Background: an optimization exercise with open tools, aiming at small area, a short achievable clock period and few clock cycles. Do not read the settings as production practice. The RTL was checked by simulation tests, not by an equivalence proof against the original design. No activity file was given, so power comes from the tool's default toggle rates.

Setup of the reference run:
==> flow/design.v (excerpt) <==
module sce_spu (
    input  wire         clk,
    input  wire         rst,
    input  wire         req_valid,
    output wire         req_ready,
    input  wire [127:0] req_word,
    input  wire         pay_valid,
    output wire         pay_ready,
    input  wire [7:0]   pay_data,
    output wire         tx_valid,
    input  wire         tx_ready,
    output wire [7:0]   tx_data,
    output wire         wr_req,
    output wire [17:0]  wr_len,
    output wire         rd_req,
    output wire [17:0]  rd_len,
    input  wire         tp_valid,
    input  wire [1:0]   tp_err,
    input  wire [31:0]  tp_info,
    input  wire         rx_valid,
    input  wire [7:0]   rx_data,
    output wire         slp_req,
    output wire [31:0]  slp_ms,
    input  wire         wake,
    output reg          res_valid,
    output reg  [1:0]   res_kind,
    output reg  [3:0]   res_code,
    output reg          dat_valid,
    output reg  [7:0]   dat_data,
    output wire [15:0]  status,
    output wire [24:0]  pincfg,
    output wire [31:0]  sckhz,
    output wire [17:0]  cbuf_len,
    output wire [17:0]  resp_owed,
    output wire [32:0]  elapsed,
    output wire [2:0]   fault_code,
    output wire [32:0]  fault_info0,
    output wire [32:0]  fault_info1,
    output wire [2:0]   cfault_code,
    output wire [32:0]  cfault_info0,
    output wire [32:0]  cfault_info1
);
Size: ~3900 cells after synthesis, roughly 440 flip-flops, roughly 560 I/O pins.
==> flow/config.mk <==
export PLATFORM = sky130hd
export DESIGN_NAME = sce_spu
export DESIGN_NICKNAME = sce_spu
export VERILOG_FILES = /design/flow/design.v
export SDC_FILE = /design/flow/constraint.sdc
export NUM_CORES = 4
export LEC_CHECK = 0
export CAP_MARGIN = 20
export CORE_MARGIN = 2
export CORE_UTILIZATION = 65
export CTS_CLUSTER_DIAMETER = 100
export CTS_CLUSTER_SIZE = 20
export PLACE_DENSITY = 0.72
export SLEW_MARGIN = 20
==> flow/constraint.sdc <==
create_clock -name core_clock -period 11.0 [get_ports {clk}]
set_input_delay 2.2000 -clock core_clock [delete_from_list [all_inputs] [get_ports {clk}]]
set_output_delay 2.2000 -clock core_clock [all_outputs]
set_load 0.01 [all_outputs]
standard.sh (not shown) runs the stock make flow with config.mk's settings and CLKGATE_MAP_FILE= SYNTH_SCRIPT=/design/flow/synth_recipe.tcl, a recipe that flattens the netlist after the stock synthesis.
==> flow/flow/run.sh <==
#!/bin/bash
# Layout: the standard flow (standard.sh: unchanged synthesis and ORFS
# steps) with two layout choices passed to ORFS through its own variables:
#  - plain sky130_fd_sc_hd__buf_1 cells as the port buffers (every port still
#    gets one) instead of the default delay buffers;
#  - repair_timing aims for 7 ns of setup slack (SETUP_SLACK_MARGIN), so the
#    resizer keeps working on the longest paths after they meet 11 ns.
# make's full output goes to standard.log; each ORFS step keeps its own log
# under orfs/logs/.
set -euo pipefail
cd "$(dirname "$0")/.."
export BUFFER_PORTS_ARGS="-buffer_cell sky130_fd_sc_hd__buf_1"
export SETUP_SLACK_MARGIN=7.0
bash standard.sh > standard.log 2>&1
Testbench counts of the reference run, summed over its fixed seeds: cycles 57,501.
The following lists how the trial run was set up differently from the reference run:
--- a/flow/design.v
+++ b/flow/design.v
@@ -168,20 +168,22 @@
     wire [7:0] q_cfg_x = q_a[15:8] ^ q_a[23:16];
     wire q_cfg_onehot  = (q_cfg_x != 8'd0) && ((q_cfg_x & (q_cfg_x - 8'd1)) == 8'd0);
     wire q_cfg_bad     = !q_cfg_onehot || ((q_cfg_x & q_a[7:0]) == 8'd0);
     wire q_n_zero      = (q_n == 17'd0);
     reg illegal, cfg_bad, a_zero, n_bad_xfer, n_bad_page, n_bad_read;
     always @(posedge clk) begin
-        if (state[B_IDLE] && req_valid) begin
-            illegal    <= q_illegal;
-            cfg_bad    <= q_cfg_bad;
-            a_zero     <= (q_a == 32'd0);
-            n_bad_xfer <= q_n_zero || (q_n[16] && q_n[15:0] != 16'd0);
-            n_bad_page <= q_n_zero || (q_n > 17'd256);
-            n_bad_read <= q_n_zero || (q_n > 17'd65532);
-        end
+        illegal    <= q_illegal;
+        cfg_bad    <= q_cfg_bad;
+        a_zero     <= (q_a == 32'd0);
+        n_bad_xfer <= q_n_zero || (q_n[16] && q_n[15:0] != 16'd0);
+        n_bad_page <= q_n_zero || (q_n > 17'd256);
+        n_bad_read <= q_n_zero || (q_n > 17'd65532);
+    end
+    always @(posedge clk) begin
+        rf_code <= refuse;
+        rf_ok   <= (refuse == 4'd0);
     end
     wire needs_pins = (c_op == OP_CS_SELECT) || (c_op == OP_CS_DESELECT) ||
                       (c_op >= OP_IDENTIFY && c_op <= OP_WAIT_READY);
     wire page_cross = ({1'b0, c_addr[7:0]} + c_n[8:0]) > 9'd256;
     wire addr_range = (c_addr[23:16] == 8'hFF) &&
                       (({1'b0, c_addr[15:0]} + c_n[15:0]) > 17'h10000);
@@ -544,17 +546,13 @@
                         s_valid <= 1'b0;
                         cnt     <= {1'b0, q_n};
                         state   <= S_CHK;
                         busy_q  <= 1'b1;
                     end
                 end
-                state[B_CHK]: begin
-                    rf_code <= refuse;
-                    rf_ok   <= (refuse == 4'd0);
-                    state   <= S_GO;
-                end
+                state[B_CHK]: state <= S_GO;
                 state[B_GO]: begin
                     if (rf_code != 4'd0) begin
                         res_valid <= 1'b1;
                         res_kind  <= K_REFUSED;
                         res_code  <= rf_code;
                         state     <= S_IDLE;
- The reference run → the trial run: synthesized area higher; final critical-path share of the clock period roughly the same.
- The trial run: critical path depth is 5 lower than what the reference run reported.
- Going from the reference run to the trial run, the die area was enlarged.
- The cell-internal power on the trial run is in line with that on the reference run.
- Per the comparison of the trial run with the reference run, number of global-route vias before repair ~0 delta, power in combinational cells higher.
- Of the trial run and the reference run, the reference run shows the higher count of plain and timing-repair buffers in the layout, with the trial run below it.
- On routed via count divided by cell count, the trial run tracks the reference run almost exactly.
- Measured against each other, the trial run and the reference run differ in first-pass iteration count of the detailed router, the lower figure coming from the reference run.
Testbench counts of the trial run, summed over its fixed seeds: cycles 57,501.

---

sce_spu with an RTL version that a note above also has.
For scale: ~4000 cells after synthesis, about 440 flip-flops, ~31000 sq um of cells after synthesis.
export LEC_CHECK = 0
export CAP_MARGIN = 20
export CORE_MARGIN = 2
export CORE_UTILIZATION = 70
export CTS_CLUSTER_DIAMETER = 100
export CTS_CLUSTER_SIZE = 20
export PLACE_DENSITY = 0.75
export SLEW_MARGIN = 20
create_clock -name core_clock -period 11.0 [get_ports {clk}]
Scripts as last shown in full above: flow/flow/run.sh
Testbench counts at the start, summed over its fixed seeds: cycles 57,501.
==> next run, changes <==
--- a/flow/design.v
+++ b/flow/design.v
@@ -165,28 +165,26 @@
         (!use_a && q_a != 32'd0) ||
         (!use_b && q_b != 32'd0) ||
         (q_op == OP_CFG_PINS && q_a[31:24] != 8'd0);
     wire [7:0] q_cfg_x = q_a[15:8] ^ q_a[23:16];
     wire q_cfg_onehot  = (q_cfg_x != 8'd0) && ((q_cfg_x & (q_cfg_x - 8'd1)) == 8'd0);
     wire q_cfg_bad     = !q_cfg_onehot || ((q_cfg_x & q_a[7:0]) == 8'd0);
     wire q_n_zero      = (q_n == 17'd0);
     reg illegal, cfg_bad, a_zero, n_bad_xfer, n_bad_page, n_bad_read;
     always @(posedge clk) begin
-        illegal    <= q_illegal;
-        cfg_bad    <= q_cfg_bad;
-        a_zero     <= (q_a == 32'd0);
-        n_bad_xfer <= q_n_zero || (q_n[16] && q_n[15:0] != 16'd0);
-        n_bad_page <= q_n_zero || (q_n > 17'd256);
-        n_bad_read <= q_n_zero || (q_n > 17'd65532);
-    end
-    always @(posedge clk) begin
-        rf_code <= refuse;
-        rf_ok   <= (refuse == 4'd0);
+        if (state[B_IDLE] && req_valid) begin
+            illegal    <= q_illegal;
+            cfg_bad    <= q_cfg_bad;
+            a_zero     <= (q_a == 32'd0);
+            n_bad_xfer <= q_n_zero || (q_n[16] && q_n[15:0] != 16'd0);
+            n_bad_page <= q_n_zero || (q_n > 17'd256);
+            n_bad_read <= q_n_zero || (q_n > 17'd65532);
+        end
     end
     wire needs_pins = (c_op == OP_CS_SELECT) || (c_op == OP_CS_DESELECT) ||
                       (c_op >= OP_IDENTIFY && c_op <= OP_WAIT_READY);
     wire page_cross = ({1'b0, c_addr[7:0]} + c_n[8:0]) > 9'd256;
     wire addr_range = (c_addr[23:16] == 8'hFF) &&
                       (({1'b0, c_addr[15:0]} + c_n[15:0]) > 17'h10000);
     wire [18:0] cb_n = {1'b0, cb_len} + {2'b00, c_n};
     wire [18:0] ow_n = {1'b0, r_owed} + {2'b00, c_n};
     reg overflow;
@@ -543,19 +541,23 @@
                         gdone   <= 1'b0;
                         o_data  <= q_nb;
                         o_valid <= (q_op != OP_BYTES);
                         s_valid <= 1'b0;
                         cnt     <= {1'b0, q_n};
                         state   <= S_CHK;
                         busy_q  <= 1'b1;
                     end
                 end
-                state[B_CHK]: state <= S_GO;
+                state[B_CHK]: begin
+                    rf_code <= refuse;
+                    rf_ok   <= (refuse == 4'd0);
+                    state   <= S_GO;
+                end
                 state[B_GO]: begin
                     if (rf_code != 4'd0) begin
                         res_valid <= 1'b1;
                         res_kind  <= K_REFUSED;
                         res_code  <= rf_code;
                         state     <= S_IDLE;
                         busy_q    <= 1'b0;
                     end else begin
                         case (r_op)
Clock-buffer cell count came out higher by 3.
Total power came out lower by 1.9%.
Core utilization barely changes.
Sequential cell count does not change.
Hold slack stays flat.
Via count came out lower by 0.85%.
Worst setup slack got worse by 0.037 ns.
Final cell count came out lower by 0.80%.
Die area came out lower by 1.3%.
Area after synthesis came out lower by 1.3%.
Final area came out lower by 0.77%.
Sequential power is about the same.
Non-clock buffer count came out higher by 17.
Testbench counts after the change, summed over its fixed seeds: cycles 57,501.

[re-timing with driven ports]
How much do the figures lean on ideal ports? The routed layouts below were timed once more, with nothing changed but the port constraints.
Step 1, drivers: a clkbuf_16 drives clk and a buf_2 each remaining input, both assumed.
Step 2 adds t to the input delays and takes it off the output delays; t is the mean of the earliest and latest rising clock arrival at the registers after step 1. Input paths then give back, and output paths get back, about the clock's delay inside the block.
a / b / c = ideal / step 1 / step 2; a / b = the first two.
run	t (ns)	setup slack, ns	hold slack, ns	worst setup path after step 2
the reference run	0.657	6.899 / 6.899 / 6.419	0.467 / 0.467 / 0.467	input to register
the trial run	0.666	6.891 / 6.902 / 6.271	0.477 / 0.477 / 0.477	input to register
the first run of note 2	0.659	6.984 / 6.920 / 6.366	0.476 / 0.476 / 0.476	input to register
the second run of note 2	0.677	6.947 / 6.883 / 6.369	0.476 / 0.476 / 0.476	input to register
After both steps setup and hold are still met in every run listed. For the trial run, which loses most, drivers alone change the setup slack by +0.011 ns; drivers and shift together by -0.620 ns.
